From an optimization exercise on the open Yosys and OpenROAD flow, aimed at small area, a short achievable clock period and few clock cycles; shortcuts taken in it are not production practice.
Function was checked by simulation only, so behaviour that the tests miss may differ from the original.
No activity file was given, so power comes from the tool's default toggle rates.

$ cat flow/design.v
module viterbi_dec (
    input  wire       clk,
    input  wire       rst,         
    input  wire       in_valid,
    output wire       in_ready,
    input  wire [1:0] in_sym,      
    input  wire       in_last,     
    output reg        out_valid,
    output reg        out_bit,
    output reg        out_last
);
    localparam K        = 5;
    localparam NP       = 16;       
    localparam W        = 4;        
    localparam POLY0    = 5'h13;
    localparam POLY1    = 5'h1D;
    localparam MIN_TB   = 20;
    localparam TB_GROUP = 12;
    localparam CAP      = 32;       
    function [1:0] bm_hard(input [4:0] st, input [1:0] y);
        reg [1:0] x;
        begin
            x = {^(st & POLY1), ^(st & POLY0)} ^ y;
            bm_hard = {1'b0, x[0]} + {1'b0, x[1]};
        end
    endfunction
    function e2(input [4:0] st, input [1:0] y);
        e2 = (bm_hard(st, y) == 2'd2);
    endfunction
    function c1(input [3:0] x, input [1:0] y);
        c1 = (bm_hard({x, 1'b0}, y) == 2'd1);
    endfunction
    reg        rdy;                 
    reg        v_r, rdy_r, last_r;
    reg  [1:0] sym_r;
    assign in_ready = rdy;
    always @(posedge clk) begin
        v_r    <= in_valid;
        rdy_r  <= rdy & ~rst;
        sym_r  <= in_sym;
        last_r <= in_last;
    end
    wire tk = v_r & rdy_r;          
    reg  [W-1:0]   vm [0:NP-1];     
    reg  [1:0]     ylast;
    reg  [2:0]     wc;              
    reg  [4:0]     h_len;           
    wire warm  = (wc != K);
    wire first = (wc == 3'd0);
    reg  [W-1:0]  nvm [0:NP-1];
    reg  [NP-1:0] acs_d;
    reg  [W-1:0]  dx [0:NP/2-1];
    reg  [W-1:0]  ra, rb;
    reg  [W+1:0]  dd;
    reg           sub8;
    integer q;
    always @(*) begin
        sub8 = 1'b1;
        for (q = 0; q < NP; q = q + 1)
            sub8 = sub8 & vm[q][W-1];
        for (q = 0; q < NP / 2; q = q + 1)
            dx[q] = vm[q] - vm[q | 8];
        for (q = 0; q < NP; q = q + 1) begin
            ra = vm[q >> 1]       + {2'b00, e2(q[4:0], ylast), 1'b0};
            rb = vm[(q >> 1) | 8] + {2'b00, e2(q[4:0] | 5'd16, ylast), 1'b0};
            dd = {{2{dx[q >> 1][W-1]}}, dx[q >> 1]}
               + {3'b000, e2(q[4:0], ylast), 1'b0}
               - {3'b000, e2(q[4:0] | 5'd16, ylast), 1'b0};
            acs_d[q] = !dd[W+1] && (dd != 0);
            if (warm)
                nvm[q] = (first ? {W{1'b0}} : ra) + {3'b000, c1(q[3:0], sym_r)};
            else
                nvm[q] = (acs_d[q] ? rb : ra) + {3'b000, c1(q[3:0], sym_r)};
            nvm[q][W-1] = nvm[q][W-1] ^ (sub8 & !first);
        end
    end
    reg  [NP-1:0]  d_r;             
    reg            upd_r;           
    reg            tbq_r;           
    reg            lst_r;           
    reg  [4:0]     n_r;             
    reg  [CAP-1:0] path [0:NP-1];
    reg  [3:0]     best_r;
    reg            cap_r;           
    reg            fin_due;         
    reg  [4:0]     fin_n;
    reg [NP-1:0] cand;
    reg          any0;
    reg [3:0]    best;
    integer b;
    always @(*) begin
        cand = {NP{1'b1}};
        for (b = W - 1; b >= 0; b = b - 1) begin
            any0 = 1'b0;
            for (q = 0; q < NP; q = q + 1)
                any0 = any0 | (cand[q] & ~vm[q][b]);
            for (q = 0; q < NP; q = q + 1)
                cand[q] = cand[q] & ~(any0 & vm[q][b]);
        end
        best = 4'd0;
        for (q = NP - 1; q >= 0; q = q - 1)
            if (cand[q]) best = q[3:0];
    end
    wire [CAP-1:0] best_p = path[best_r];
    reg  [TB_GROUP-1:0] sbuf;       
    reg  [3:0]          s_cnt;
    reg  [CAP-1:0]      fbuf;       
    reg  [5:0]          f_cnt;
    wire f_free = (f_cnt == 6'd0) || (f_cnt == 6'd1 && s_cnt == 4'd0);
    wire fin_go = fin_due && f_free;
    reg  [2:0] wc_n;
    reg  [4:0] h_len_n;
    reg        lst_n;
    reg        fin_due_n;
    always @(*) begin
        wc_n    = wc;
        h_len_n = h_len;
        lst_n   = 1'b0;
        if (tk) begin
            if (warm) begin
                wc_n = wc + 3'd1;
            end else begin
                h_len_n = (h_len == 5'd31) ? MIN_TB : h_len + 5'd1;
            end
            if (last_r) begin
                wc_n    = 3'd0;
                h_len_n = 5'd0;
                lst_n   = !warm;
            end
        end
        fin_due_n = (fin_due && !f_free) || lst_r;
    end
    integer i;
    always @(posedge clk) begin
        if (tk) begin
            ylast <= sym_r;
            for (i = 0; i < NP; i = i + 1)
                vm[i] <= nvm[i];
        end
        d_r <= acs_d;
        n_r <= (h_len == 5'd31) ? MIN_TB : h_len + 5'd1;
        if (upd_r)
            for (i = 0; i < NP; i = i + 1)
                path[i] <= {~path[(i >> 1) | (d_r[i] ? 8 : 0)][CAP-2:0], d_r[i]};
        if (tbq_r)
            best_r <= best;
        if (lst_r)
            fin_n <= n_r;
        if (cap_r)
            sbuf <= best_p[CAP-1:MIN_TB];
        else
            sbuf <= {sbuf[TB_GROUP-2:0], 1'b0};
        if (fin_go)
            fbuf <= path[0];
        if (rst) begin
            rdy       <= 1'b1;
            wc        <= 3'd0;
            h_len     <= 5'd0;
            upd_r     <= 1'b0;
            tbq_r     <= 1'b0;
            lst_r     <= 1'b0;
            cap_r     <= 1'b0;
            fin_due   <= 1'b0;
            s_cnt     <= 4'd0;
            f_cnt     <= 6'd0;
            out_valid <= 1'b0;
            out_bit   <= 1'b0;
            out_last  <= 1'b0;
        end else begin
            wc      <= wc_n;
            h_len   <= h_len_n;
            upd_r   <= tk && !warm;
            tbq_r   <= tk && !warm && (h_len == 5'd31);
            lst_r   <= lst_n;
            cap_r   <= tbq_r;
            fin_due <= fin_due_n;
            rdy     <= !((fin_due_n || lst_n) && wc_n >= 3'd4);
            out_valid <= 1'b0;
            out_last  <= 1'b0;
            if (s_cnt != 4'd0) begin
                out_valid <= 1'b1;
                out_bit   <= sbuf[TB_GROUP-1] ^ ~s_cnt[0];
                s_cnt     <= s_cnt - 4'd1;
            end else if (f_cnt != 6'd0) begin
                out_valid <= 1'b1;
                out_bit   <= fbuf[f_cnt - 6'd1] ^ ~f_cnt[0];
                out_last  <= (f_cnt == 6'd1);
                f_cnt     <= f_cnt - 6'd1;
            end
            if (cap_r)
                s_cnt <= TB_GROUP;
            if (fin_go)
                f_cnt <= {1'b0, fin_n};
        end
    end
endmodule
$ cat flow/run.sh
#!/bin/bash
# synth_recipe.tcl (not shown) runs the flow's synth.tcl, then flattens the netlist and writes it again
# the make line also repeats each setting of config.mk as NAME=value (left out here)
make -C /OpenROAD-flow-scripts/flow DESIGN_CONFIG=/design/flow/config.mk WORK_HOME=/design/flow/orfs CLKGATE_MAP_FILE= SYNTH_SCRIPT=/design/flow/synth_recipe.tcl finish
$ cat flow/config.mk
export PLATFORM = sky130hd
export DESIGN_NAME = viterbi_dec
export DESIGN_NICKNAME = viterbi_dec
export VERILOG_FILES = /design/flow/design.v
export SDC_FILE = /design/flow/constraint.sdc
export NUM_CORES = 4
export LEC_CHECK = 0
export CAP_MARGIN = 20
export CORE_MARGIN = 2
export CORE_UTILIZATION = 40
export SLEW_MARGIN = 20
$ cat flow/constraint.sdc
create_clock -name core_clock -period 20.0 [get_ports {clk}]
set_input_delay 4.0000 -clock core_clock [delete_from_list [all_inputs] [get_ports {clk}]]
set_output_delay 4.0000 -clock core_clock [all_outputs]
set_load 0.01 [all_outputs]
==> summary.json, run 1 <==
{
  "outcome": {
    "status": "complete, no violations"
  },
  "clock_network": {
    "cts.sinks": 684,
    "root_buffer": "clkbuf_16",
    "buffer_levels_on_the_longest_clock_path": 3,
    "numCtsBuffers": 77,
    "tritoncts": "done",
    "post_cts_resized": 0,
    "clock_insertion_delay_worst_skew_ns": 0.63,
    "cts-htree-levels": 3,
    "cts_setup_buffers": 0,
    "cts.clk_slew.worst_paths_ns": 0.06,
    "post_cts_hold_buffer_count": 0
  },
  "timing": {
    "finalHoldViolCount": 0,
    "final.setup.tns_ns": 0,
    "setup_viol": 0,
    "finClkSkew_ns": 0.0305,
    "maxSlewViolCount": 0,
    "fin_crit_sh": 0.283,
    "worst_pin_slew_ns": 1.09,
    "unrepaired_setup_endpoints_after_global_routing": "false",
    "worst_slew_margin_rel": 0.273,
    "finalCriticalPeriod_ns": 5.67,
    "fmax_mhz": 176
  },
  "detailed_routing": {
    "drcViolationCount": 0,
    "vias": 20700,
    "drtAntennaViolNets": 0,
    "detail_route.first_pass.iterations": 5,
    "iter_0_drt_violations": 1746,
    "vias_per_cell": 5.64,
    "route.final.wire_length_mm": 89.0,
    "routed_wire_length_per_instance_microns": 24.2
  },
  "grt": {
    "grt_max_degree": 88,
    "grt_antenna_before_repair": 1,
    "groute.layer.met2.usage": 0.327,
    "global_route.usage.total": 0.201,
    "first_global_vias": 21800,
    "busiest_layer": "met2",
    "grt.met3_usage": 0.0346,
    "global_route.usage.met1": 0.275,
    "grt_overflow_total": 0,
    "global_route_wire_length_before_repair_mm": 135
  },
  "yosys": {
    "seq_total_area_yosys": 0.576,
    "ys_warn_count": 5,
    "synth_flop_cell": "edfxtp_1",
    "syn-cell-area_sq_um": 34500,
    "synth.ff_latch_count": 684,
    "synth-async-reset-ratio": 0,
    "netlist.area_leader.share": 0.538,
    "synth.net_count": 2671,
    "ys_top_cells_by_area": "edfxtp_1 54%, mux2i_1 16%, ha_1 5.5%",
    "syn-mean-instance-area_sq_um": 14.0,
    "synth-edff-count": 619,
    "synth_instances": 2458,
    "count_of_cell_types_in_the_netlist": 71,
    "post-synth-top-area-cell": "edfxtp_1"
  },
  "pwr": {
    "power.leakage_nw": 15.0,
    "power.density_nw_per_um2": 102,
    "power.ir.vdd_worst_uv": 75.5
  },
  "critical_path": {
    "crit-reg2reg-capture": "best_r[2]$_SDFFCE_PP0P_",
    "critical_path_peak_fanout": 23,
    "reg2regPathDepth": 16,
    "reg2reg_setup_slack_ns": 14.33,
    "type_of_element_capturing_the_critical_path": "register",
    "worstSetupStartpointType": "register",
    "critPathKind": "reg2reg",
    "cp.arrival_ns": 6.08,
    "worstPathRequired_ns": 20.41,
    "rr_startpoint": "vm[2][3]$_DFFE_PP_"
  },
  "worst_hold_path": {
    "hold_path_class": "reg2reg",
    "timing.hold.worst_endpoint": "fin_n[4]$_DFFE_PP_",
    "whs_path_depth": 0,
    "hold_path_startpoint": "n_r[4]$_DFF_P_"
  },
  "placed_design": {
    "detailedPlacementHpwl_mm": 58.0,
    "placed_area_sq_um": 35900,
    "gp_congestion": 0.909,
    "placement.io_buffers": 9,
    "place.detailed.instances": 3531
  },
  "layout": {
    "final_layout_size_suffix_gt1_frac": 0.0847,
    "stdcell_area_sq_um": 38400,
    "area_delta_synth_final_pct": 11.2,
    "nNetsFinal": 2679,
    "post_layout_nonfiller_instances": 3673
  },
  "floorplanning": {
    "floorplan.rows": 107,
    "die_h_microns": 298,
    "initial_utilization": 0.404,
    "die-area_sq_um": 88700,
    "i_o_pin_count": 10,
    "design.core.area_sq_um": 85400,
    "die_w_microns": 298
  },
  "job": {
    "drv_cap": 0
  }
}
[how the worst max path moves through the flow]
stage / start / cells past startpoint / slack (ns) / end
CTS: out_bit$_SDFFE_PP0P_ / 1 / 14.29 / out_bit
finish: vm[2][3]$_DFFE_PP_ / 16 / 14.33 / best_r[2]$_SDFFCE_PP0P_
detailed placement: vm[2][3]$_DFFE_PP_ / 16 / 14.35 / best_r[2]$_SDFFCE_PP0P_
floorplan: upd_r$_SDFF_PP0_ / 0 / 7.57 / path[0][0]$_DFFE_PP_
global route: vm[2][3]$_DFFE_PP_ / 16 / 13.86 / best_r[2]$_SDFFCE_PP0P_
global placement: rst / 3 / 14.38 / lst_r$_SDFF_PP0_
[stage by stage]
| stage | setup WS (ns) | total power [mW] | util | hold WS [ns] |
|---|---|---|---|---|
| 6_report | 14.33 | 3.91 | 0.450 | 0.403 |
| 5_1_grt | 13.86 | 4.07 | 0.450 | 0.410 |
| 4_1_cts | 14.29 | 3.94 | 0.450 | 0.404 |
| 3_5_place_dp | 14.35 | 2.53 | 0.420 | 0.389 |
| 3_3_place_gp | 14.38 | 2.50 | 0.420 | 0.389 |
| 2_1_floorplan | 7.57 | 2.27 | - | 0.386 |
[report_power, final]
group	internal, mW	switching (mW)
Clock	0.819	0.589
Sequential	1.63	0.0628
Combinational	0.339	0.468
[sequential cells by signal, indices dropped and copies added, names as in the netlist, 4 cells and up, named ones only]
signal and count:
d_r 16, s_cnt 4, path 512, best_r 4, f_cnt 6, h_len 5
fbuf 32, n_r 5, fin_n 5, vm 64, sbuf 12
[layout make-up]
cell class,instances,area [sq um]
Fill cell,7717,47000
Sequential cell,684,19900
Multi-Input combinational cell,1544,13700
Clock buffer,101,2080
Tap cell,1144,1430
Clock inverter,40,434
Timing Repair Buffer,54,432
Inverter,105,394
Antenna cell,1,2.50
[placed cells by master (no fill, tap or decap), drive strengths merged, types with 6 or more instances in the layout]
| cell type | netlist | routed |
|---|---|---|
| edfxtp | 619 | 619 |
| mux2i | 545 | 545 |
| nor2 | 155 | 155 |
| ha | 151 | 151 |
| inv | 103 | 110 |
| clkbuf | 74 | 101 |
| a21oi | 86 | 86 |
| a22oi | 78 | 78 |
| dfxtp | 65 | 65 |
| xnor2 | 62 | 62 |
| fa | 56 | 56 |
| xor2 | 51 | 51 |
| buf | 51 | 45 |
| nand2 | 41 | 41 |
| nand4 | 41 | 41 |
| a21o | 40 | 40 |
| nor3 | 24 | 24 |
| clkinv | 2 | 24 |
| o21ai | 23 | 23 |
| a22o | 18 | 18 |
| nand3b | 18 | 18 |
| a211oi | 18 | 18 |
| a221oi | 15 | 15 |
| nand3 | 13 | 13 |
| o221ai | 13 | 13 |
| mux4 | 10 | 10 |
| clkdlybuf4s50 | 0 | 9 |
| nor4 | 9 | 9 |
| nand2b | 8 | 8 |
| and2 | 7 | 7 |
| bufinv | 0 | 6 |
| o22ai | 6 | 6 |
[worst max-delay path: stages (launching register included)]
cell       delay, ns
edfxtp_1        0.61
o22ai_2         0.15
nor4_2          0.37
o311ai_1        0.17
nor4_2          0.35
o211ai_2        0.23
buf_4           0.26
o21ai_0         0.32
or4b_1          0.24
o21bai_4        0.32
a211oi_1        0.15
or4_1           0.56
nor4_2          0.39
nand2_4         0.22
a221oi_1        0.56
nor4_1          0.19
a2111oi_2       0.34
[cells in the mapped netlist, drive strengths merged (3+ instances only)]
| library cell | number |
|---|---|
| o22ai | 6 |
| a22o | 18 |
| nand3b | 18 |
| and4 | 3 |
| a221oi | 15 |
| fa | 56 |
| mux2i | 545 |
| nor4 | 9 |
| or3 | 3 |
| a22oi | 78 |
| xor2 | 51 |
| nor2 | 155 |
| nand4 | 41 |
| a31oi | 4 |
| nor3 | 24 |
| a21oi | 86 |
| a211o | 5 |
| or2 | 4 |
| nor2b | 5 |
| clkbuf | 74 |
| and2 | 7 |
| ha | 151 |
| nand2b | 8 |
| edfxtp | 619 |
| mux4 | 10 |
| nand2 | 41 |
| a21o | 40 |
| dfxtp | 65 |
| nand3 | 13 |
| a221o | 3 |
| o21bai | 3 |
| inv | 103 |
| a211oi | 18 |
| o21ai | 23 |
| buf | 51 |
| o221ai | 13 |
| and3 | 3 |
| xnor2 | 62 |
| a2111oi | 3 |
| or4 | 4 |
[kinds of logic (layout without fill, tap and decap cells)]
kind of cell,Yosys count,after routing,share of synthesized area
adder cells (fa/ha/maj),207,207,0.0872
XOR/XNOR,113,113,0.0287
multiplexers,555,555,0.165
AND/OR/NAND/NOR,341,341,0.0490
flip-flops,684,684,0.576
AO/OA/AOI/OAI,328,328,0.0675
other,0,1,0
buffers and inverters,230,300,0.0271
[routing by layer]
| layer | wire length [microns] | part of all wire | up-vias |
|---|---|---|---|
| met5 | 0 | 0 | - |
| li1 | - | - | 9362 |
| met3 | 4710 | 0.053 | 153 |
| met1 | 39700 | 0.45 | 10600 |
| met4 | 2500 | 0.028 | 0 |
| met2 | 42000 | 0.47 | 635 |
Testbench counts, summed over its fixed seeds: cycles 56,611.
==> run 2, diff against run 1 <==
--- a/flow/design.v
+++ b/flow/design.v
@@ -49,29 +49,33 @@
     wire first = (wc == 3'd0);
     reg  [W-1:0]  nvm [0:NP-1];
     reg  [NP-1:0] acs_d;
-    reg  [W-1:0]  dx [0:NP/2-1];
-    reg  [W-1:0]  ra, rb;
-    reg  [W+1:0]  dd;
+    reg  [W-1:0]  va, vb, dv, base;
+    reg           le_m2, le_0, le_2, hi, lo, ehi, elo, dsel, off2;
     reg           sub8;
-    integer q;
+    integer q, x;
     always @(*) begin
         sub8 = 1'b1;
         for (q = 0; q < NP; q = q + 1)
             sub8 = sub8 & vm[q][W-1];
-        for (q = 0; q < NP / 2; q = q + 1)
-            dx[q] = vm[q] - vm[q | 8];
-        for (q = 0; q < NP; q = q + 1) begin
-            ra = vm[q >> 1]       + {2'b00, e2(q[4:0], ylast), 1'b0};
-            rb = vm[(q >> 1) | 8] + {2'b00, e2(q[4:0] | 5'd16, ylast), 1'b0};
-            dd = {{2{dx[q >> 1][W-1]}}, dx[q >> 1]}
-               + {3'b000, e2(q[4:0], ylast), 1'b0}
-               - {3'b000, e2(q[4:0] | 5'd16, ylast), 1'b0};
-            acs_d[q] = !dd[W+1] && (dd != 0);
-            if (warm)
-                nvm[q] = (first ? {W{1'b0}} : ra) + {3'b000, c1(q[3:0], sym_r)};
-            else
-                nvm[q] = (acs_d[q] ? rb : ra) + {3'b000, c1(q[3:0], sym_r)};
-            nvm[q][W-1] = nvm[q][W-1] ^ (sub8 & !first);
+        for (x = 0; x < NP / 2; x = x + 1) begin
+            va  = vm[x];
+            vb  = vm[x | 8];
+            dv  = va - vb;                  
+            le_m2 = dv[3] && (dv[2:0] != 3'd7);             
+            le_0  = dv[3] || (dv == 4'd0);                  
+            le_2  = dv[3] || (!dv[2] && !(dv[1] && dv[0]));  
+            hi = e2({x[3:0], 1'b0}, ylast);    
+            lo = e2({x[3:0], 1'b1}, ylast);    
+            for (q = 2 * x; q <= 2 * x + 1; q = q + 1) begin
+                ehi = (q == 2 * x) ? hi : lo;
+                elo = (q == 2 * x) ? lo : hi;
+                acs_d[q] = ehi ? !le_m2 : elo ? !le_2 : !le_0;
+                dsel = acs_d[q] && !warm;
+                base = first ? 4'd0 : dsel ? vb : va;
+                off2 = !first && (dsel ? elo : ehi);
+                nvm[q] = base + {2'b00, off2, c1(q[3:0], sym_r)};
+                nvm[q][W-1] = nvm[q][W-1] ^ (sub8 & !first);
+            end
         end
     end
     reg  [NP-1:0]  d_r;             
==> run 2 against run 1 <==
Against the previous run:
- synthesized area shrank 5.3%
- flip-flop and latch count unchanged
- routed wire length down 1.3%
- register-to-register slack worse by 0.53 ns
- global-route usage up 0.57 points
- first-iteration DRC count is 10% higher
- via count is 2.7% lower
- final cell count fell by 6.4%
==> summary.json, run 2 <==
{
  "outcome": {
    "status": "complete, no violations"
  },
  "placed_design": {
    "placement.io_buffers": 9,
    "gp_congestion": 0.880,
    "place.detailed.instances": 3304,
    "detailedPlacementHpwl_mm": 55.5
  },
  "timing": {
    "fin_crit_sh": 0.310,
    "maxSlewViolCount": 0,
    "finClkSkew_ns": 0.0248,
    "worst_slew_margin_rel": 0.215,
    "unrepaired_setup_endpoints_after_global_routing": "false",
    "final.setup.tns_ns": 0,
    "fmax_mhz": 161,
    "finalCriticalPeriod_ns": 6.20,
    "finalHoldViolCount": 0,
    "worst_pin_slew_ns": 1.18,
    "setup_viol": 0
  },
  "pwr": {
    "power.leakage_nw": 12.9,
    "power.density_nw_per_um2": 97.4,
    "power.ir.vdd_worst_uv": 55.3
  },
  "grt": {
    "grt_max_degree": 99,
    "global_route_wire_length_before_repair_mm": 132,
    "grt_antenna_before_repair": 0,
    "grt_overflow_total": 0,
    "global_route.usage.total": 0.206,
    "first_global_vias": 20400
  },
  "worst_hold_path": {
    "hold_path_class": "reg2reg",
    "hold_path_startpoint": "n_r[0]$_DFF_P_",
    "whs_path_depth": 0,
    "timing.hold.worst_endpoint": "fin_n[0]$_DFFE_PP_"
  },
  "critical_path": {
    "worstPathRequired_ns": 20.35,
    "type_of_element_capturing_the_critical_path": "register",
    "critical_path.max_stage_delay_ns": 0.86,
    "critPathKind": "reg2reg",
    "crit_path_top_delay_cell": "or4_1",
    "critical_path.top_delay_family": "simple AND/OR/NAND/NOR gates",
    "rr_startpoint": "vm[3][3]$_DFFE_PP_",
    "cp.arrival_ns": 6.54,
    "worstSetupStartpointType": "register",
    "crit-reg2reg-capture": "best_r[2]$_SDFFCE_PP0P_",
    "critical_path.n_buffers_inverters": 0,
    "reg2regPathDepth": 16,
    "critical_path_peak_fanout": 30,
    "reg2reg_setup_slack_ns": 13.80,
    "worstPathCellList": "nand4_1, or4_1, a21oi_1, a2111o_1, or4_1, or2_4, a221oi_1, or4_4, nor4_4, nand2_4, a222oi_1, a2111o_1, nor2_1, a211o_1, o311ai_1, a21oi_1"
  },
  "clock_network": {
    "numCtsBuffers": 76,
    "post_cts_hold_buffer_count": 0,
    "cts-htree-levels": 3,
    "tritoncts": "done",
    "buffer_levels_on_the_longest_clock_path": 3,
    "post_cts_resized": 0,
    "cts_setup_buffers": 0,
    "clock_insertion_delay_worst_skew_ns": 0.61,
    "cts.clk_slew.worst_paths_ns": 0.06,
    "cts.sinks": 684,
    "root_buffer": "clkbuf_16"
  },
  "yosys": {
    "synth_flop_cell": "edfxtp_1",
    "yosys.cell_count.top_type": "edfxtp_1",
    "post-synth-top-area-cell": "edfxtp_1",
    "syn-cell-area_sq_um": 32700,
    "synth-edff-count": 619,
    "count_of_cell_types_in_the_netlist": 70,
    "netlist.area_leader.share": 0.569,
    "seq_total_area_yosys": 0.608,
    "synth.ff_latch_count": 684,
    "synth.net_count": 2435,
    "synth_instances": 2342,
    "syn-mean-instance-area_sq_um": 14.0,
    "ys_top_cells_by_area": "edfxtp_1 57%, mux2i_1 17%, dfxtp_1 4.0%",
    "synth-async-reset-ratio": 0,
    "post_synth_most_frequent_cells": "619 x edfxtp_1, 562 x mux2i_1, 142 x nor2_1",
    "ys_warn_count": 4
  },
  "detailed_routing": {
    "vias": 20200,
    "iter_0_drt_violations": 1929,
    "met3RoutedLength_mm": 5.91,
    "drtAntennaViolNets": 0,
    "vias_per_cell": 5.86,
    "highest-signal-layer": "met4",
    "detail_route.first_pass.iterations": 6,
    "drcViolationCount": 0,
    "wl_met1_mm": 38.5,
    "routed_wire_length_per_instance_microns": 25.5,
    "route.final.wire_length_mm": 87.9,
    "met2WireLength_mm": 41.0
  },
  "job": {
    "drv_cap": 0
  },
  "layout": {
    "nNetsFinal": 2415,
    "fillers": 7183,
    "post_layout_nonfiller_instances": 3439,
    "final_util": 0.449,
    "final_cell_mix": "619 x edfxtp_1, 562 x mux2i_1, 136 x nor2_1",
    "largest_registers": "path (512), vm (64), fbuf (32)",
    "antenna_cells": 0,
    "final_layout_size_suffix_gt1_frac": 0.0803,
    "largest_register_ff_count": 512,
    "area_delta_synth_final_pct": 10.8,
    "layout.cells.most_common": "edfxtp_1",
    "top_register": "path"
  },
  "floorplanning": {
    "die-area_sq_um": 84000,
    "die_w_microns": 290,
    "design.core.area_sq_um": 80700,
    "die_h_microns": 290,
    "i_o_pin_count": 10,
    "initial_utilization": 0.405,
    "floorplan.rows": 104
  }
}
==> run 2: changes by cell type after synthesis, moves of 22 or more <==
cell      delta
nor3_1      +22
ha_1        -88
inv_1       -42
fa_1        -32
xnor2_1     -43
a21oi_1     +32
clkbuf_1    +38
==> run 2: worst reg2reg max path: stages, from the launching register on <==
cell	delay (ns)
edfxtp_1	0.52
nand4_1	0.22
or4_1	0.86
a21oi_1	0.29
a2111o_1	0.12
or4_1	0.15
or2_4	0.34
a221oi_1	0.15
or4_4	0.55
nor4_4	0.45
nand2_4	0.21
a222oi_1	0.74
a2111o_1	0.50
nor2_1	0.18
a211o_1	0.28
o311ai_1	0.25
a21oi_1	0.11
==> run 2: stage by stage <==
stage               cell area, sq um  total power [mW]  hold WS [ns]  setup WS [ns]
floorplan                      32700              2.07         0.386           7.57
global placement               33900              2.24         0.391          14.00
detailed placement             33900              2.24         0.392          13.95
CTS                            36200              3.56         0.407          13.91
global route                   36200              3.66         0.426          13.54
finish                         36200              3.53         0.407          13.80
==> run 2: final cells by class <==
cell class                      count  area [sq um]  area share
Sequential cell                   684         19900       0.550
Clock inverter                     38           244     0.00674
Tap cell                         1060          1330      0.0366
Inverter                           62           233     0.00643
Multi-Input combinational cell   1449         12000       0.332
Timing Repair Buffer               49           394      0.0109
Clock buffer                       97          2060      0.0570
==> run 2: layer usage <==
metal / vias up / GRT usage
met3: 168 / 0.0360
met5: - / 0
li1: 9009 / -
met2: 791 / 0.332
met1: 10200 / 0.286
met4: 0 / 0.0619
==> run 2: kinds of logic after synthesis <==
family	Yosys count	synth area share
flops	684	0.608
mux	572	0.179
compound gates	387	0.0813
simple gates	335	0.0492
buf+inv	209	0.0250
fa+ha+maj	90	0.0397
xor+xnor	65	0.0174
==> run 2: how the worst max path moves through the flow <==
stage	start	end	cells past startpoint
after floorplan	upd_r$_SDFF_PP0_	path[0][0]$_DFFE_PP_	0
after global placement	vm[7][3]$_DFFE_PP_	best_r[2]$_SDFFCE_PP0P_	16
after detailed placement	vm[12][3]$_DFFE_PP_	best_r[2]$_SDFFCE_PP0P_	16
after CTS	vm[12][3]$_DFFE_PP_	best_r[2]$_SDFFCE_PP0P_	16
after global routing	vm[12][3]$_DFFE_PP_	best_r[2]$_SDFFCE_PP0P_	16
final	vm[3][3]$_DFFE_PP_	best_r[2]$_SDFFCE_PP0P_	16
==> run 2: report_power, final <==
part	internal, mW	switching (mW)	total (mW)
clock network	0.744	0.570	1.31
logic	0.233	0.318	0.551
registers	1.61	0.0554	1.66
total	2.58	0.943	3.53
Testbench counts of run 2, summed over its fixed seeds: cycles 56,611.
==> run 3, diff against run 2 <==
--- a/flow/design.v
+++ b/flow/design.v
@@ -50,31 +50,35 @@
     reg  [W-1:0]  nvm [0:NP-1];
     reg  [NP-1:0] acs_d;
     reg  [W-1:0]  va, vb, dv, base;
-    reg           le_m2, le_0, le_2, hi, lo, ehi, elo, dsel, off2;
+    reg           le_m2, le_0, le_2, ehi, elo, dsel, off2, cc, k0, k1, k2;
+    reg  [3:0]    yeq;              
     reg           sub8;
     integer q, x;
     always @(*) begin
-        sub8 = 1'b1;
+        sub8 = !first;
         for (q = 0; q < NP; q = q + 1)
             sub8 = sub8 & vm[q][W-1];
+        for (q = 0; q < 4; q = q + 1)
+            yeq[q] = (ylast == q[1:0]) && !first;
         for (x = 0; x < NP / 2; x = x + 1) begin
             va  = vm[x];
             vb  = vm[x | 8];
             dv  = va - vb;                  
-            le_m2 = dv[3] && (dv[2:0] != 3'd7);             
-            le_0  = dv[3] || (dv == 4'd0);                  
+            le_m2 = dv[3] && !(dv[2] && dv[1] && dv[0]);     
+            le_0  = dv[3] || (dv == 4'd0);                   
             le_2  = dv[3] || (!dv[2] && !(dv[1] && dv[0]));  
-            hi = e2({x[3:0], 1'b0}, ylast);    
-            lo = e2({x[3:0], 1'b1}, ylast);    
             for (q = 2 * x; q <= 2 * x + 1; q = q + 1) begin
-                ehi = (q == 2 * x) ? hi : lo;
-                elo = (q == 2 * x) ? lo : hi;
+                ehi = yeq[3 - {^(q[4:0] & POLY1), ^(q[4:0] & POLY0)}];
+                elo = yeq[{^(q[4:0] & POLY1), ^(q[4:0] & POLY0)}];
                 acs_d[q] = ehi ? !le_m2 : elo ? !le_2 : !le_0;
                 dsel = acs_d[q] && !warm;
                 base = first ? 4'd0 : dsel ? vb : va;
-                off2 = !first && (dsel ? elo : ehi);
-                nvm[q] = base + {2'b00, off2, c1(q[3:0], sym_r)};
-                nvm[q][W-1] = nvm[q][W-1] ^ (sub8 & !first);
+                off2 = dsel ? elo : ehi;
+                cc   = c1(q[3:0], sym_r);
+                k0 = base[0] & cc;
+                k1 = (base[1] & off2) | (base[1] & k0) | (off2 & k0);
+                k2 = base[2] & k1;
+                nvm[q] = {base[3] ^ k2 ^ sub8, base[2] ^ k1, base[1] ^ off2 ^ k0, base[0] ^ cc};
             end
         end
     end
@@ -84,28 +88,48 @@
     reg            lst_r;           
     reg  [4:0]     n_r;             
     reg  [CAP-1:0] path [0:NP-1];
-    reg  [3:0]     best_r;
+    reg  [NP-1:0]  cand_r;          
     reg            cap_r;           
     reg            fin_due;         
     reg  [4:0]     fin_n;
-    reg [NP-1:0] cand;
-    reg          any0;
-    reg [3:0]    best;
+    reg [NP-1:0] cand, cand_h;
     integer b;
-    always @(*) begin
-        cand = {NP{1'b1}};
-        for (b = W - 1; b >= 0; b = b - 1) begin
-            any0 = 1'b0;
+    reg [2:0]    anyh, anyl;
+    always @(*) begin
+        for (b = 0; b < 3; b = b + 1) begin
+            anyh[b] = 1'b0;
             for (q = 0; q < NP; q = q + 1)
-                any0 = any0 | (cand[q] & ~vm[q][b]);
+                anyh[b] = anyh[b] | (vm[q][3:2] == b[1:0]);
+        end
+        for (q = 0; q < NP; q = q + 1)
+            cand_h[q] = (vm[q][3:2] == 2'd0)
+                      | (vm[q][3:2] == 2'd1 & !anyh[0])
+                      | (vm[q][3:2] == 2'd2 & !anyh[0] & !anyh[1])
+                      | (vm[q][3:2] == 2'd3 & !anyh[0] & !anyh[1] & !anyh[2]);
+        for (b = 0; b < 3; b = b + 1) begin
+            anyl[b] = 1'b0;
             for (q = 0; q < NP; q = q + 1)
-                cand[q] = cand[q] & ~(any0 & vm[q][b]);
-        end
-        best = 4'd0;
-        for (q = NP - 1; q >= 0; q = q - 1)
-            if (cand[q]) best = q[3:0];
-    end
-    wire [CAP-1:0] best_p = path[best_r];
+                anyl[b] = anyl[b] | (cand_h[q] & (vm[q][1:0] == b[1:0]));
+        end
+        for (q = 0; q < NP; q = q + 1)
+            cand[q] = cand_h[q] & ((vm[q][1:0] == 2'd0)
+                      | (vm[q][1:0] == 2'd1 & !anyl[0])
+                      | (vm[q][1:0] == 2'd2 & !anyl[0] & !anyl[1])
+                      | (vm[q][1:0] == 2'd3 & !anyl[0] & !anyl[1] & !anyl[2]));
+    end
+    reg [NP-1:0]  first_c;
+    reg           seen;
+    reg [CAP-1:0] best_p;
+    always @(*) begin
+        seen = 1'b0;
+        for (q = 0; q < NP; q = q + 1) begin
+            first_c[q] = cand_r[q] & ~seen;
+            seen = seen | cand_r[q];
+        end
+        best_p = {CAP{1'b0}};
+        for (q = 0; q < NP; q = q + 1)
+            best_p = best_p | (path[q] & {CAP{first_c[q]}});
+    end
     reg  [TB_GROUP-1:0] sbuf;       
     reg  [3:0]          s_cnt;
     reg  [CAP-1:0]      fbuf;       
@@ -146,8 +170,7 @@
         if (upd_r)
             for (i = 0; i < NP; i = i + 1)
                 path[i] <= {~path[(i >> 1) | (d_r[i] ? 8 : 0)][CAP-2:0], d_r[i]};
-        if (tbq_r)
-            best_r <= best;
+        cand_r <= cand;                 
         if (lst_r)
             fin_n <= n_r;
         if (cap_r)
==> run 3 against run 2 <==
Against the previous run:
- worst setup slack better by 0.63 ns
- largest power group unchanged
- critical endpoint is now out_bit
- combinational power is 2% lower
- global-route usage is 1.2 points lower
- largest cell class unchanged
- critical path type is now reg2out
- still clean
==> summary.json, run 3 <==
{
  "critical_path": {
    "type_of_element_capturing_the_critical_path": "primary output",
    "critical_path.n_buffers_inverters": 1,
    "reg2regPathDepth": 19,
    "reg2reg_setup_slack_ns": 15.41,
    "crit-reg2reg-capture": "vm[5][3]$_DFFE_PP_",
    "critical_path.max_stage_delay_ns": 0.57,
    "critical_path_peak_fanout": 2,
    "worstPathRequired_ns": 16.00,
    "cp.arrival_ns": 1.56,
    "worstSetupEndpoint": "out_bit",
    "worstPathCellList": "clkdlybuf4s50_1",
    "worstSetupStartpointType": "register",
    "startpoint": "out_bit$_SDFFE_PP0P_",
    "crit_cells": 1,
    "crit_path_top_delay_cell": "clkdlybuf4s50_1",
    "critPathKind": "reg2out",
    "critical_path.top_delay_family": "buffers and inverters"
  },
  "yosys": {
    "yosys.cell_count.top_type": "edfxtp_1",
    "synth_flop_cell": "edfxtp_1",
    "post_synth_most_frequent_cells": "615 x edfxtp_1, 527 x mux2i_1, 150 x nor2_1",
    "synth.net_count": 2480,
    "seq_total_area_yosys": 0.608,
    "netlist.area_leader.share": 0.559,
    "synth_instances": 2387,
    "ys_warn_count": 4,
    "syn-cell-area_sq_um": 33100,
    "synth-edff-count": 615,
    "post-synth-top-area-cell": "edfxtp_1",
    "syn-mean-instance-area_sq_um": 13.9,
    "ys_top_cells_by_area": "edfxtp_1 56%, mux2i_1 16%, dfxtp_1 4.9%",
    "count_of_cell_types_in_the_netlist": 76,
    "synth-async-reset-ratio": 0,
    "synth.ff_latch_count": 696
  },
  "grt": {
    "grt_overflow_total": 0,
    "global_route_wire_length_before_repair_mm": 126,
    "first_global_vias": 20300,
    "grt_antenna_before_repair": 1,
    "grt_max_degree": 217,
    "global_route.usage.total": 0.195
  },
  "placed_design": {
    "detailedPlacementHpwl_mm": 52.6,
    "placement.io_buffers": 9,
    "gp_congestion": 0.912
  },
  "worst_hold_path": {
    "hold_path_class": "reg2reg"
  },
  "clock_network": {
    "cts-htree-levels": 3,
    "tritoncts": "done",
    "post_cts_resized": 0,
    "post_cts_hold_buffer_count": 0,
    "cts_setup_buffers": 0,
    "buffer_levels_on_the_longest_clock_path": 3,
    "cts.clk_slew.worst_paths_ns": 0.06,
    "numCtsBuffers": 77,
    "root_buffer": "clkbuf_16",
    "clock_insertion_delay_worst_skew_ns": 0.64,
    "cts.sinks": 696
  },
  "detailed_routing": {
    "route.final.wire_length_mm": 83.4,
    "drtAntennaViolNets": 0,
    "met3RoutedLength_mm": 5.58,
    "wl_met1_mm": 37.1,
    "drcViolationCount": 0,
    "highest-signal-layer": "met4",
    "vias": 20200,
    "detail_route.first_pass.iterations": 8,
    "vias_per_cell": 5.76,
    "iter_0_drt_violations": 2109,
    "met2WireLength_mm": 38.2,
    "routed_wire_length_per_instance_microns": 23.8
  },
  "timing": {
    "final.setup.tns_ns": 0,
    "worst_pin_slew_ns": 1.07,
    "worst_slew_margin_rel": 0.289,
    "fmax_mhz": 180,
    "maxSlewViolCount": 0,
    "finalCriticalPeriod_ns": 5.56,
    "unrepaired_setup_endpoints_after_global_routing": "false",
    "setup_viol": 0,
    "finalHoldViolCount": 0,
    "finClkSkew_ns": 0.0355,
    "fin_crit_sh": 0.278
  },
  "floorplanning": {
    "die_h_microns": 292,
    "floorplan.rows": 105,
    "die-area_sq_um": 85000,
    "initial_utilization": 0.403,
    "i_o_pin_count": 10,
    "design.core.area_sq_um": 82000,
    "die_w_microns": 292
  },
  "pwr": {
    "power.ir.vdd_worst_uv": 89.7,
    "power.leakage_nw": 13.4,
    "total_power_mw": 3.67,
    "power.density_nw_per_um2": 100
  },
  "layout": {
    "top_register": "path",
    "antenna_cells": 0,
    "final_cell_mix": "615 x edfxtp_1, 527 x mux2i_1, 149 x nor2_1",
    "area_delta_synth_final_pct": 11.0,
    "largest_registers": "path (512), vm (64), fbuf (32)",
    "largest_register_ff_count": 512,
    "final_layout_size_suffix_gt1_frac": 0.0984,
    "layout.cells.most_common": "edfxtp_1",
    "nNetsFinal": 2463
  },
  "job": {
    "drv_cap": 0
  },
  "outcome": {
    "status": "complete, no violations"
  }
}
==> run 3: cell types whose count changed after synthesis, moves of 21 or more <==
cell	before	now
nand2_1	39	115
a222oi_1	1	22
nor3_1	46	24
inv_1	61	94
a22oi_1	73	18
a21oi_1	117	92
clkbuf_1	112	81
mux2i_1	562	527
==> run 3: worst min-delay path by stage <==
stage | from | end | slack [ns] | cells after the start
after detailed placement | n_r[3]$_DFF_P_ | fin_n[3]$_DFFE_PP_ | 0.39 | 0
after floorplan | n_r[0]$_DFF_P_ | fin_n[0]$_DFFE_PP_ | 0.39 | 0
after CTS | n_r[2]$_DFF_P_ | fin_n[2]$_DFFE_PP_ | 0.41 | 0
after global routing | n_r[2]$_DFF_P_ | fin_n[2]$_DFFE_PP_ | 0.41 | 0
final | n_r[4]$_DFF_P_ | fin_n[4]$_DFFE_PP_ | 0.40 | 0
after global placement | n_r[3]$_DFF_P_ | fin_n[3]$_DFFE_PP_ | 0.39 | 0
==> run 3: cells by family (layout without fill, tap and decap cells) <==
group,after synthesis,after routing,share of synthesized area
simple gates,431,431,0.0614
fa+ha+maj,87,87,0.0384
buf+inv,240,283,0.0334
mux,540,540,0.167
compound gates,327,327,0.0745
flops,696,696,0.608
xor+xnor,66,66,0.0175
==> run 3: worst reg2reg max path, delay by kind of cell (launching register included) <==
kind                     cells  cell delay, ns
flip-flops                   1            0.36
XOR/XNOR                     2            0.40
multiplexers                 1            0.12
AO/OA/AOI/OAI                2            0.66
buffers and inverters        4            0.53
adder cells (fa/ha/maj)      4            0.90
AND/OR/NAND/NOR              6            1.38
==> run 3: report_power, final <==
part / total, mW / internal, mW / switching [mW]
Sequential: 1.72 / 1.63 / 0.0899
Clock: 1.41 / 0.825 / 0.589
Combinational: 0.538 / 0.247 / 0.291
==> run 3: metal layers <==
| metal | vias to the layer above | global-route usage |
|---|---|---|
| met2 | 750 | 0.306 |
| met5 | - | 0 |
| met4 | 0 | 0.0656 |
| met3 | 155 | 0.0286 |
| met1 | 10200 | 0.276 |
| li1 | 9041 | - |
==> run 3: final cells by class <==
cell class              instances  area [sq um]
repair buffers                 50           443
clock inverters                33           358
clock buffers                 106          2160
multi-input cells            1451         11900
flip-flops and latches        696         20100
inverters                      94           353
fillers                      7332         45300
well taps                    1070          1340
==> run 3: metrics by stage <==
| step | hold WS (ns) | cells | utilization | setup slack, ns | instance area, sq um |
|---|---|---|---|---|---|
| after floorplan | 0.386 | 2387 | - | 7.57 | 33100 |
| final | 0.404 | 3500 | 0.448 | 14.44 | 36700 |
| after detailed placement | 0.390 | 3360 | 0.417 | 14.78 | 34100 |
| after global placement | 0.390 | 3360 | 0.417 | 14.78 | 34100 |
| after CTS | 0.406 | 3499 | 0.447 | 14.36 | 36700 |
| after global routing | 0.409 | 3500 | 0.448 | 14.38 | 36700 |
Testbench counts of run 3, summed over its fixed seeds: cycles 56,611.
==> run 4, diff against run 3 <==
==> flow/flow/run.sh (new file) <==
#!/bin/bash
# The standard layout (the standard.sh: ORFS synthesis through finish),
# made with two changes to how it is built, none to what it is built for:
# - the ports are buffered with buf_4 cells instead of the default buffer;
# - the resizer's setup repair aims for 15 ns of slack at the design's
#   20 ns clock, so it speeds up the slowest paths it can.
# The clock, its period, the constraints and every other setting are the standard flow's.
# make's full output goes to flow_make.log here; ORFS keeps each tool's log
# under orfs/logs.
set -euo pipefail
here="$(cd "$(dirname "${BASH_SOURCE[0]}")/.." && pwd)"
cd "$here"
bash standard.sh \
    "BUFFER_PORTS_ARGS=-buffer_cell sky130_fd_sc_hd__buf_4" \
    "SETUP_SLACK_MARGIN=15" \
    finish > flow_make.log 2>&1
test -s out/final.def
==> flow/standard.sh (new file) <==
#!/bin/bash
# synth_recipe.tcl (not shown) runs the flow's synth.tcl, then flattens the netlist and writes it again
# the make line also repeats each setting of config.mk as NAME=value (left out here)
make -C /OpenROAD-flow-scripts/flow DESIGN_CONFIG=/design/flow/config.mk WORK_HOME=/design/flow/orfs CLKGATE_MAP_FILE= SYNTH_SCRIPT=/design/flow/synth_recipe.tcl "${@:-finish}"
removed: flow/run.sh
==> run 4 against run 3 <==
Against the previous run:
- design area decreased by 0.42%
- clock skew grew 0.0015 ns
- sequential share of layout area is 0.27 points higher
- critical path depth is the same
- die area stayed put
- clock power fell by 3%
- core utilization down 0.19 points
- fmax grew 9.7%
- highest routed layer unchanged
- largest power group unchanged
- sequential power about the same
- still clean
==> summary.json, run 4 <==
{
  "outcome": {
    "status": "complete, no violations"
  },
  "pwr": {
    "power.density_nw_per_um2": 99.3,
    "power.ir.vdd_worst_uv": 64.0,
    "power.leakage_nw": 13.4,
    "total_power_mw": 3.63
  },
  "yosys": {
    "netlist.area_leader.share": 0.559,
    "synth.ff_latch_count": 696,
    "synth-edff-count": 615,
    "post-synth-top-area-cell": "edfxtp_1",
    "seq_total_area_yosys": 0.608,
    "count_of_cell_types_in_the_netlist": 76,
    "synth_flop_cell": "edfxtp_1",
    "syn-cell-area_sq_um": 33100,
    "ys_warn_count": 4,
    "synth-async-reset-ratio": 0,
    "post_synth_most_frequent_cells": "615 x edfxtp_1, 527 x mux2i_1, 150 x nor2_1",
    "synth.net_count": 2480,
    "yosys.cell_count.top_type": "edfxtp_1",
    "ys_top_cells_by_area": "edfxtp_1 56%, mux2i_1 16%, dfxtp_1 4.9%",
    "syn-mean-instance-area_sq_um": 13.9,
    "synth_instances": 2387
  },
  "clock_network": {
    "cts.sinks": 696,
    "post_cts_resized": 10,
    "tritoncts": "done",
    "buffer_levels_on_the_longest_clock_path": 3,
    "cts.clk_slew.worst_paths_ns": 0.06,
    "numCtsBuffers": 77,
    "cts_setup_buffers": 0,
    "root_buffer": "clkbuf_16",
    "post_cts_hold_buffer_count": 0,
    "cts-htree-levels": 3,
    "clock_insertion_delay_worst_skew_ns": 0.63
  },
  "placed_design": {
    "detailedPlacementHpwl_mm": 53.7,
    "placement.io_buffers": 9,
    "placed_area_sq_um": 34100,
    "gp_congestion": 0.941
  },
  "timing": {
    "worst_slew_margin_rel": 0.320,
    "final.setup.tns_ns": 0,
    "worst_pin_slew_ns": 1.02,
    "finClkSkew_ns": 0.0370,
    "finalHoldViolCount": 0,
    "unrepaired_setup_endpoints_after_global_routing": "true",
    "hold_ws_ns": 0.406,
    "setup_viol": 0,
    "maxSlewViolCount": 0,
    "finalCriticalPeriod_ns": 5.07,
    "fmax_mhz": 197,
    "fin_crit_sh": 0.254
  },
  "critical_path": {
    "critical_path_peak_fanout": 2,
    "cp.arrival_ns": 1.07,
    "worstPathCellList": "buf_6",
    "critPathKind": "reg2out",
    "critical_path.n_buffers_inverters": 1,
    "crit-reg2reg-capture": "vm[12][3]$_DFFE_PP_",
    "critical_path.top_delay_family": "flip-flops",
    "worstSetupStartpointType": "register",
    "reg2reg_setup_slack_ns": 15.48,
    "critical_path.max_stage_delay_ns": 0.36,
    "type_of_element_capturing_the_critical_path": "primary output",
    "reg2regPathDepth": 20,
    "worstPathRequired_ns": 16.00,
    "crit_path_top_delay_cell": "dfxtp_4"
  },
  "detailed_routing": {
    "route.final.wire_length_mm": 84.1,
    "detail_route.first_pass.iterations": 8,
    "routed_wire_length_per_instance_microns": 24.0,
    "vias_per_cell": 5.74,
    "drtAntennaViolNets": 0,
    "iter_0_drt_violations": 1921,
    "drcViolationCount": 0,
    "vias": 20100
  },
  "floorplanning": {
    "floorplan.rows": 105,
    "i_o_pin_count": 10,
    "initial_utilization": 0.403,
    "die-area_sq_um": 85000,
    "design.core.area_sq_um": 82000,
    "die_w_microns": 292,
    "die_h_microns": 292
  },
  "grt": {
    "grt_max_degree": 91,
    "global_route_wire_length_before_repair_mm": 128,
    "grt_antenna_before_repair": 0,
    "first_global_vias": 20600,
    "grt_overflow_total": 0,
    "global_route.usage.total": 0.198
  },
  "layout": {
    "layout.cells.most_common": "edfxtp_1",
    "nNetsFinal": 2461,
    "final_layout_size_suffix_gt1_frac": 0.102,
    "area_delta_synth_final_pct": 10.5,
    "largest_register_ff_count": 512,
    "final_cell_mix": "615 x edfxtp_1, 527 x mux2i_1, 149 x nor2_1",
    "final_util": 0.446,
    "stdcell_area_sq_um": 36500,
    "top_register": "path",
    "largest_registers": "path (512), vm (64), fbuf (32)"
  },
  "job": {
    "drv_cap": 0
  },
  "worst_hold_path": {
    "hold_path_startpoint": "n_r[1]$_DFF_P_",
    "hold_path_class": "reg2reg",
    "timing.hold.worst_endpoint": "fin_n[1]$_DFFE_PP_",
    "whs_path_depth": 0
  }
}
-- run 4: cells by family after synthesis --
kind of cell               share of synthesized area
DFF                                            0.608
muxes                                          0.167
and+or+nand+nor                               0.0614
AOI/OAI and AO/OA                             0.0745
buffers and inverters                         0.0334
adders and majority gates                     0.0384
xor gates and xnor gates                      0.0175
-- run 4: how the worst max path moves through the flow --
| stage | from | endpoint | slack [ns] | cells past startpoint |
|---|---|---|---|---|
| global placement | rst | f_cnt[5]$_SDFFE_PP0P_ | 15.26 | 3 |
| detailed placement | rst | f_cnt[5]$_SDFFE_PP0P_ | 15.26 | 3 |
| floorplan | rst | h_len[4]$_SDFFE_PP0P_ | 15.27 | 3 |
| CTS | out_bit$_SDFFE_PP0P_ | out_bit | 14.89 | 1 |
| global route | out_bit$_SDFFE_PP0P_ | out_bit | 14.89 | 1 |
| finish | out_bit$_SDFFE_PP0P_ | out_bit | 14.93 | 1 |
-- run 4: power by group --
| group | internal (mW) | switching (mW) | total (mW) |
|---|---|---|---|
| clock | 0.792 | 0.573 | 1.37 |
| sequential | 1.63 | 0.0915 | 1.72 |
| combinational | 0.245 | 0.295 | 0.540 |
-- run 4: worst register-to-register path, delay by kind of cell (launching register included) --
| family | cells | cell delay, ns |
|---|---|---|
| AOI/OAI and AO/OA | 3 | 0.64 |
| buffers and inverters | 5 | 0.85 |
| DFF | 1 | 0.36 |
| adders and majority gates | 4 | 0.87 |
| xor gates and xnor gates | 2 | 0.26 |
| and+or+nand+nor | 6 | 1.30 |
-- run 4: metrics by stage --
step                      instances  setup slack, ns
after global routing           3500            14.89
after CTS                      3500            14.89
after floorplan                2387            15.27
final                          3501            14.93
after global placement         3359            15.26
after detailed placement       3359            15.26
-- run 4: final cells by class --
type | instances | area (sq um)
fill | 7384 | 45400
clock inverter | 28 | 243
timing repair buffer | 48 | 379
multi-input combinational | 1451 | 11900
clock buffer | 113 | 2160
antenna | 1 | 2.50
tap | 1070 | 1340
inverter | 94 | 353
sequential | 696 | 20100
-- run 4: routing by layer --
| layer | track usage | part of all wire | vias to the layer above |
|---|---|---|---|
| met1 | 0.278 | 0.45 | 10200 |
| met3 | 0.0366 | 0.066 | 151 |
| met5 | 0 | 0 | - |
| li1 | - | - | 9048 |
| met4 | 0.0583 | 0.026 | 0 |
| met2 | 0.312 | 0.46 | 659 |
==> run 5, diff against run 4 <==
--- a/flow/design.v
+++ b/flow/design.v
@@ -92,30 +92,28 @@
     reg            cap_r;           
     reg            fin_due;         
     reg  [4:0]     fin_n;
-    reg [NP-1:0] cand, cand_h;
-    integer b;
-    reg [2:0]    anyh, anyl;
-    always @(*) begin
-        for (b = 0; b < 3; b = b + 1) begin
-            anyh[b] = 1'b0;
-            for (q = 0; q < NP; q = q + 1)
-                anyh[b] = anyh[b] | (vm[q][3:2] == b[1:0]);
-        end
-        for (q = 0; q < NP; q = q + 1)
-            cand_h[q] = (vm[q][3:2] == 2'd0)
-                      | (vm[q][3:2] == 2'd1 & !anyh[0])
-                      | (vm[q][3:2] == 2'd2 & !anyh[0] & !anyh[1])
-                      | (vm[q][3:2] == 2'd3 & !anyh[0] & !anyh[1] & !anyh[2]);
-        for (b = 0; b < 3; b = b + 1) begin
-            anyl[b] = 1'b0;
-            for (q = 0; q < NP; q = q + 1)
-                anyl[b] = anyl[b] | (cand_h[q] & (vm[q][1:0] == b[1:0]));
-        end
-        for (q = 0; q < NP; q = q + 1)
-            cand[q] = cand_h[q] & ((vm[q][1:0] == 2'd0)
-                      | (vm[q][1:0] == 2'd1 & !anyl[0])
-                      | (vm[q][1:0] == 2'd2 & !anyl[0] & !anyl[1])
-                      | (vm[q][1:0] == 2'd3 & !anyl[0] & !anyl[1] & !anyl[2]));
+    reg [NP-1:0] cand, c2, c1v;
+    reg          a3, a2x, a2y, a2, a1, a0;
+    always @(*) begin
+        a3 = 1'b0; a2x = 1'b0; a2y = 1'b0;
+        for (q = 0; q < NP; q = q + 1) begin
+            a3  = a3  | ~vm[q][3];
+            a2x = a2x | (~vm[q][3] & ~vm[q][2]);
+            a2y = a2y | ~vm[q][2];
+        end
+        a2 = a3 ? a2x : a2y;
+        for (q = 0; q < NP; q = q + 1)
+            c2[q] = ~(a3 & vm[q][3]) & ~(a2 & vm[q][2]);
+        a1 = 1'b0;
+        for (q = 0; q < NP; q = q + 1)
+            a1 = a1 | (c2[q] & ~vm[q][1]);
+        for (q = 0; q < NP; q = q + 1)
+            c1v[q] = c2[q] & ~(a1 & vm[q][1]);
+        a0 = 1'b0;
+        for (q = 0; q < NP; q = q + 1)
+            a0 = a0 | (c1v[q] & ~vm[q][0]);
+        for (q = 0; q < NP; q = q + 1)
+            cand[q] = c1v[q] & ~(a0 & vm[q][0]);
     end
     reg [NP-1:0]  first_c;
     reg           seen;
--- a/flow/config.mk
+++ b/flow/config.mk
@@ -8,4 +8,6 @@
 export CAP_MARGIN = 20
 export CORE_MARGIN = 2
 export CORE_UTILIZATION = 40
+export CTS_CLUSTER_DIAMETER = 100
+export CTS_CLUSTER_SIZE = 20
 export SLEW_MARGIN = 20
==> run 5 against run 4 <==
Against the previous run:
- non-clock buffer count is the same
- critical endpoint unchanged
- hold slack gained 0.0010 ns
- combinational power is essentially flat
- largest cell class unchanged
- synthesized area shrank 2.8%
- final cell count shrank 5.1%
- global-route usage shrank 1.4 points
- critical path depth is the same
==> summary.json, run 5 <==
{
  "outcome": {
    "status": "complete, no violations"
  },
  "layout": {
    "final_cell_mix": "615 x edfxtp_1, 522 x mux2i_1, 165 x nor2_1",
    "largest_register_ff_count": 512,
    "top_register": "path",
    "final_layout_size_suffix_gt1_frac": 0.0651,
    "post_layout_nonfiller_instances": 3323,
    "layout.cells.most_common": "edfxtp_1",
    "largest_registers": "path (512), vm (64), fbuf (32)",
    "area_delta_synth_final_pct": 7.41,
    "nNetsFinal": 2335,
    "fillers": 7100,
    "final_util": 0.435
  },
  "floorplanning": {
    "design.core.area_sq_um": 79300,
    "floorplan.rows": 103,
    "initial_utilization": 0.405,
    "i_o_pin_count": 10,
    "die-area_sq_um": 82600,
    "die_h_microns": 287,
    "die_w_microns": 287
  },
  "timing": {
    "fin_crit_sh": 0.251,
    "unrepaired_setup_endpoints_after_global_routing": "true",
    "finClkSkew_ns": 0.0294,
    "final.setup.tns_ns": 0,
    "worst_slew_margin_rel": 0.310,
    "setup_viol": 0,
    "fmax_mhz": 199,
    "finalHoldViolCount": 0,
    "worst_pin_slew_ns": 1.04,
    "maxSlewViolCount": 0,
    "finalCriticalPeriod_ns": 5.02
  },
  "yosys": {
    "post-synth-top-area-cell": "edfxtp_1",
    "seq_total_area_yosys": 0.625,
    "synth.ff_latch_count": 696,
    "count_of_cell_types_in_the_netlist": 57,
    "syn-cell-area_sq_um": 32100,
    "syn-mean-instance-area_sq_um": 14.0,
    "ys_top_cells_by_area": "edfxtp_1 57%, mux2i_1 16%, dfxtp_1 5.0%",
    "synth-edff-count": 615,
    "synth_instances": 2288,
    "synth_flop_cell": "edfxtp_1",
    "yosys.cell_count.top_type": "edfxtp_1",
    "synth.net_count": 2381,
    "ys_warn_count": 4,
    "synth-async-reset-ratio": 0,
    "netlist.area_leader.share": 0.575,
    "post_synth_most_frequent_cells": "615 x edfxtp_1, 522 x mux2i_1, 166 x nor2_1"
  },
  "worst_hold_path": {
    "whs_path_depth": 0,
    "hold_path_startpoint": "n_r[0]$_DFF_P_",
    "hold_path_class": "reg2reg",
    "timing.hold.worst_endpoint": "fin_n[0]$_DFFE_PP_"
  },
  "clock_network": {
    "post_cts_hold_buffer_count": 0,
    "cts-htree-levels": 2,
    "numCtsBuffers": 40,
    "tritoncts": "done",
    "cts.clk_slew.worst_paths_ns": 0.08,
    "clock_insertion_delay_worst_skew_ns": 0.60,
    "root_buffer": "clkbuf_16",
    "cts.sinks": 696,
    "buffer_levels_on_the_longest_clock_path": 3
  },
  "critical_path": {
    "worstPathRequired_ns": 16.00,
    "reg2reg_setup_slack_ns": 15.29,
    "worstSetupStartpointType": "register",
    "critical_path_peak_fanout": 2,
    "crit_path_top_delay_cell": "dfxtp_2",
    "crit-reg2reg-capture": "cand_r[8]$_DFF_P_",
    "critical_path.n_buffers_inverters": 1,
    "reg2regPathDepth": 11,
    "critPathKind": "reg2out",
    "critical_path.max_stage_delay_ns": 0.33,
    "worstPathCellList": "buf_6",
    "cp.arrival_ns": 1.02,
    "rr_startpoint": "vm[11][3]$_DFFE_PP_",
    "type_of_element_capturing_the_critical_path": "primary output",
    "critical_path.top_delay_family": "flip-flops"
  },
  "detailed_routing": {
    "drtAntennaViolNets": 0,
    "vias": 18700,
    "iter_0_drt_violations": 1657,
    "drcViolationCount": 0,
    "detail_route.first_pass.iterations": 8,
    "vias_per_cell": 5.64,
    "route.final.wire_length_mm": 75.7,
    "routed_wire_length_per_instance_microns": 22.8
  },
  "placed_design": {
    "gp_congestion": 0.874,
    "detailedPlacementHpwl_mm": 49.7,
    "place.detailed.instances": 3249,
    "placement.io_buffers": 9
  },
  "pwr": {
    "power.ir.vdd_worst_uv": 59.4,
    "power.density_nw_per_um2": 89.0,
    "total_power_mw": 3.07,
    "power.leakage_nw": 12.5
  },
  "grt": {
    "grt_antenna_before_repair": 1,
    "grt_overflow_total": 0,
    "grt_max_degree": 92,
    "first_global_vias": 19100,
    "global_route.usage.total": 0.184,
    "global_route_wire_length_before_repair_mm": 116
  },
  "job": {
    "drv_cap": 0
  }
}
==> run 5: cell count changes in the layout (fill, tap and decap cells not counted), moves of 14 or more <==
| cell | change |
|---|---|
| nor2b_1 | -14 |
| o21a_1 | +15 |
| nand2_1 | -23 |
| xnor2_1 | -22 |
| nor2_1 | +16 |
| clkbuf_16 | -38 |
| a21o_2 | -15 |
==> run 5: cell type report <==
| cell class | count | area, sq um | share of cell area |
|---|---|---|---|
| Sequential cell | 696 | 20100 | 0.583 |
| Multi-Input combinational cell | 1360 | 11200 | 0.324 |
| Tap cell | 1050 | 1310 | 0.0381 |
| Clock buffer | 69 | 1110 | 0.0322 |
| Timing Repair Buffer | 48 | 379 | 0.0110 |
| Inverter | 96 | 360 | 0.0104 |
| Clock inverter | 3 | 30.0 | 0.000870 |
| Antenna cell | 1 | 2.50 | 0.0000725 |
==> run 5: worst max path at each step <==
stage,to,cells after the start,slack [ns],from
2_1_floorplan,h_len[4]$_SDFFE_PP0P_,3,15.27,rst
3_3_place_gp,rdy$_SDFF_PP1_,4,15.08,rst
3_5_place_dp,rdy$_SDFF_PP1_,4,15.13,rst
4_1_cts,out_bit,1,14.93,out_bit$_SDFFE_PP0P_
5_1_grt,in_ready,1,14.93,rdy$_SDFF_PP1_
6_report,out_bit,1,14.98,out_bit$_SDFFE_PP0P_
==> run 5: report_power, final <==
group          leakage, nW  internal, mW  switching (mW)
logic                 5.74         0.237           0.304
clock network        0.543         0.382           0.468
registers             6.24          1.63          0.0561
==> run 5: layer usage <==
metal  up-vias  share of wire  global-route usage  wire (microns)
met5         -              0                   0               0
met4         0          0.021              0.0491            1600
met3       108          0.045              0.0210            3440
met2       489           0.50               0.317           37700
met1      9564           0.44               0.246           32900
li1       8575              -                   -               -
==> run 5: repair_timing <==
item	4_1_cts	5_1_grt
setup buffers	0	1
gates resized for setup	7	1
endpoints found under the setup margin	4	4
endpoints found under the hold margin	0	0
pin swaps	0	0
==> run 5: through the flow <==
stage | hold WS, ns | setup WS [ns] | instance area (sq um)
after global routing | 0.416 | 14.93 | 34500
after CTS | 0.409 | 14.93 | 34500
after floorplan | 0.386 | 15.27 | 32100
final | 0.407 | 14.98 | 34500
after detailed placement | 0.389 | 15.13 | 33300
after global placement | 0.388 | 15.08 | 33300
==> run 5: cell families after synthesis <==
group	after synthesis	share of synthesized area
compound gates	314	0.0693
xor+xnor	49	0.0134
fa+ha+maj	87	0.0395
buf+inv	232	0.0284
flops	696	0.625
mux	538	0.172
simple gates	372	0.0526
Testbench counts of run 5, summed over its fixed seeds: cycles 56,611.
==> run 6, diff against run 5 <==
==> flow/run.sh (new file) <==
#!/bin/bash
# synth_recipe.tcl (not shown) runs the flow's synth.tcl, then flattens the netlist and writes it again
# the make line also repeats each setting of config.mk as NAME=value (left out here)
make -C /OpenROAD-flow-scripts/flow DESIGN_CONFIG=/design/flow/config.mk WORK_HOME=/design/flow/orfs CLKGATE_MAP_FILE= SYNTH_SCRIPT=/design/flow/synth_recipe.tcl finish
removed: flow/flow/run.sh
removed: flow/standard.sh
==> run 6 against run 5 <==
Against the previous run:
- flip-flop and latch count is the same
- largest cell class unchanged
- first-iteration DRC count grew 10%
- critical path type unchanged
- count of clock-buffer cells in the layout grew 3
- global-route usage is essentially flat
- still clean
- critical endpoint is now in_ready
- critical path depth is the same
- clock power grew 2%
- design area grew 0.32%
- sequential power is essentially flat
- combinational power grew 3%
==> summary.json, run 6 <==
{
  "yosys": {
    "synth_instances": 2288,
    "netlist.area_leader.share": 0.575,
    "ys_warn_count": 4,
    "post_synth_most_frequent_cells": "615 x edfxtp_1, 522 x mux2i_1, 166 x nor2_1",
    "yosys.cell_count.top_type": "edfxtp_1",
    "synth.ff_latch_count": 696,
    "synth-async-reset-ratio": 0,
    "post-synth-top-area-cell": "edfxtp_1",
    "synth_flop_cell": "edfxtp_1",
    "synth-edff-count": 615,
    "ys_top_cells_by_area": "edfxtp_1 57%, mux2i_1 16%, dfxtp_1 5.0%",
    "count_of_cell_types_in_the_netlist": 57,
    "syn-cell-area_sq_um": 32100,
    "synth.net_count": 2381,
    "seq_total_area_yosys": 0.625,
    "syn-mean-instance-area_sq_um": 14.0
  },
  "grt": {
    "first_global_vias": 19400,
    "grt_max_degree": 207,
    "global_route_wire_length_before_repair_mm": 116,
    "global_route.usage.total": 0.184,
    "grt_antenna_before_repair": 0,
    "grt_overflow_total": 0
  },
  "floorplanning": {
    "i_o_pin_count": 10,
    "die_h_microns": 287,
    "die_w_microns": 287,
    "floorplan.rows": 103,
    "initial_utilization": 0.405,
    "die-area_sq_um": 82600,
    "design.core.area_sq_um": 79300
  },
  "layout": {
    "final_util": 0.437,
    "post_layout_nonfiller_instances": 3327,
    "largest_register_ff_count": 512,
    "area_delta_synth_final_pct": 7.75,
    "final_cell_mix": "615 x edfxtp_1, 522 x mux2i_1, 166 x nor2_1",
    "top_register": "path",
    "nNetsFinal": 2337,
    "stdcell_area_sq_um": 34600,
    "layout.cells.most_common": "edfxtp_1",
    "final_layout_size_suffix_gt1_frac": 0.0602,
    "largest_registers": "path (512), vm (64), fbuf (32)"
  },
  "clock_network": {
    "cts.sinks": 696,
    "post_cts_hold_buffer_count": 0,
    "clock_insertion_delay_worst_skew_ns": 0.60,
    "buffer_levels_on_the_longest_clock_path": 3,
    "root_buffer": "clkbuf_16",
    "numCtsBuffers": 40,
    "cts_setup_buffers": 0,
    "post_cts_resized": 0,
    "cts-htree-levels": 2,
    "tritoncts": "done",
    "cts.clk_slew.worst_paths_ns": 0.08
  },
  "placed_design": {
    "placement.io_buffers": 9,
    "placed_area_sq_um": 33400,
    "detailedPlacementHpwl_mm": 49.8,
    "gp_congestion": 0.892,
    "place.detailed.instances": 3250
  },
  "detailed_routing": {
    "detail_route.first_pass.iterations": 8,
    "vias_per_cell": 5.66,
    "drtAntennaViolNets": 0,
    "iter_0_drt_violations": 1827,
    "routed_wire_length_per_instance_microns": 22.8,
    "vias": 18800,
    "drcViolationCount": 0,
    "route.final.wire_length_mm": 75.9
  },
  "timing": {
    "worst_pin_slew_ns": 1.11,
    "final.setup.tns_ns": 0,
    "maxSlewViolCount": 0,
    "fin_crit_sh": 0.273,
    "fmax_mhz": 183,
    "finalCriticalPeriod_ns": 5.47,
    "finClkSkew_ns": 0.0359,
    "setup_viol": 0,
    "unrepaired_setup_endpoints_after_global_routing": "false",
    "worst_slew_margin_rel": 0.260,
    "finalHoldViolCount": 0
  },
  "critical_path": {
    "worstPathCellList": "clkdlybuf4s50_1",
    "worstPathRequired_ns": 16.00,
    "worstSetupStartpointType": "register",
    "critical_path.max_stage_delay_ns": 0.54,
    "critPathKind": "reg2out",
    "critical_path_peak_fanout": 2,
    "cp.arrival_ns": 1.47,
    "type_of_element_capturing_the_critical_path": "primary output",
    "critical_path.top_delay_family": "buffers and inverters",
    "crit_path_top_delay_cell": "clkdlybuf4s50_1",
    "critical_path.n_buffers_inverters": 1
  },
  "pwr": {
    "power.ir.vdd_worst_uv": 75.6,
    "power.density_nw_per_um2": 89.3,
    "power.leakage_nw": 12.6
  },
  "outcome": {
    "status": "complete, no violations"
  },
  "job": {
    "drv_cap": 0
  },
  "worst_hold_path": {
    "hold_path_class": "reg2reg"
  }
}
==> run 6: cells by family (layout without fill, tap and decap cells) <==
kind of cell | count (synthesis) | after routing | share of synthesized area
buffers and inverters | 232 | 220 | 0.0284
muxes | 538 | 538 | 0.172
AOI/OAI and AO/OA | 314 | 314 | 0.0693
DFF | 696 | 696 | 0.625
xor gates and xnor gates | 49 | 49 | 0.0134
other | 0 | 1 | 0
adders and majority gates | 87 | 87 | 0.0395
and+or+nand+nor | 372 | 372 | 0.0526
==> run 6: power breakdown <==
part / total [mW] / switching, mW / internal, mW
clock: 0.864 / 0.465 / 0.399
combinational: 0.555 / 0.315 / 0.239
sequential: 1.67 / 0.0476 / 1.62
total: 3.09 / 0.828 / 2.26
==> run 6: layout make-up <==
type	count	area, sq um
repair buffers	50	454
clock inverters	2	21.3
clock buffers	72	1160
well taps	1050	1310
inverters	96	360
diodes	1	2.50
fillers	7129	44600
flip-flops and latches	696	20100
multi-input cells	1360	11200
==> run 6: metrics by stage <==
step / setup slack, ns / hold slack (ns) / power, mW
finish: 14.53 / 0.408 / 3.09
global route: 14.47 / 0.420 / 3.21
CTS: 14.50 / 0.408 / 3.12
detailed placement: 14.32 / 0.389 / 2.26
global placement: 14.31 / 0.390 / 2.25
floorplan: 7.57 / 0.386 / 2.09
==> run 6: path summary, 6_finish.rpt <==
| check | to | slack, ns | from | cells after the start |
|---|---|---|---|---|
| worst min register to register | fin_n[2]$_DFFE_PP_ | 0.41 | n_r[2]$_DFF_P_ | 0 |
| worst max-delay path | in_ready | 14.53 | rdy$_SDFF_PP1_ | 1 |
| worst max register to register | cand_r[12]$_DFF_P_ | 15.36 | vm[5][3]$_DFFE_PP_ | 11 |
| worst min-delay path | fin_n[2]$_DFFE_PP_ | 0.41 | n_r[2]$_DFF_P_ | 0 |
==> run 6: layer usage <==
| metal | track usage | part of all wire | wire length, microns |
|---|---|---|---|
| met1 | 0.245 | 0.43 | 32700 |
| met2 | 0.312 | 0.49 | 37000 |
| met3 | 0.0252 | 0.054 | 4110 |
| met4 | 0.0525 | 0.027 | 2090 |
| met5 | 0 | 0 | 0 |

[re-timing with driven ports]
Ports are ideal in the flow. The routed layouts listed here were re-timed in OpenROAD.
Step 1 assumes that a clkbuf_16 drives the clock port and a buf_2 every other input.
Step 2 also shifts input and output timing later by t, the mid clock arrival at the registers, as if the neighbouring blocks saw the same clock.
Three values: no drivers, after step 1, after step 2; two values: the first two.
| run | shift t [ns] | setup WS [ns] | worst setup path at the end |
|---|---|---|---|
| run 1 | 0.692 | 14.331 / 14.282 / 14.331 | register to register |
| run 2 | 0.661 | 13.805 / 13.805 / 13.805 | register to register |
| run 3 | 0.683 | 14.436 / 14.373 / 14.757 | input to register |
| run 4 | 0.668 | 14.926 / 14.865 / 15.216 | input to register |
| run 5 | 0.647 | 14.975 / 14.909 / 15.130 | input to register |
| run 6 | 0.649 | 14.533 / 14.470 / 14.304 | input to register |
After both steps every run listed still meets setup and hold. The setup slack of run 6, which loses most, moves by -0.063 ns with the drivers and by -0.229 ns with both steps.
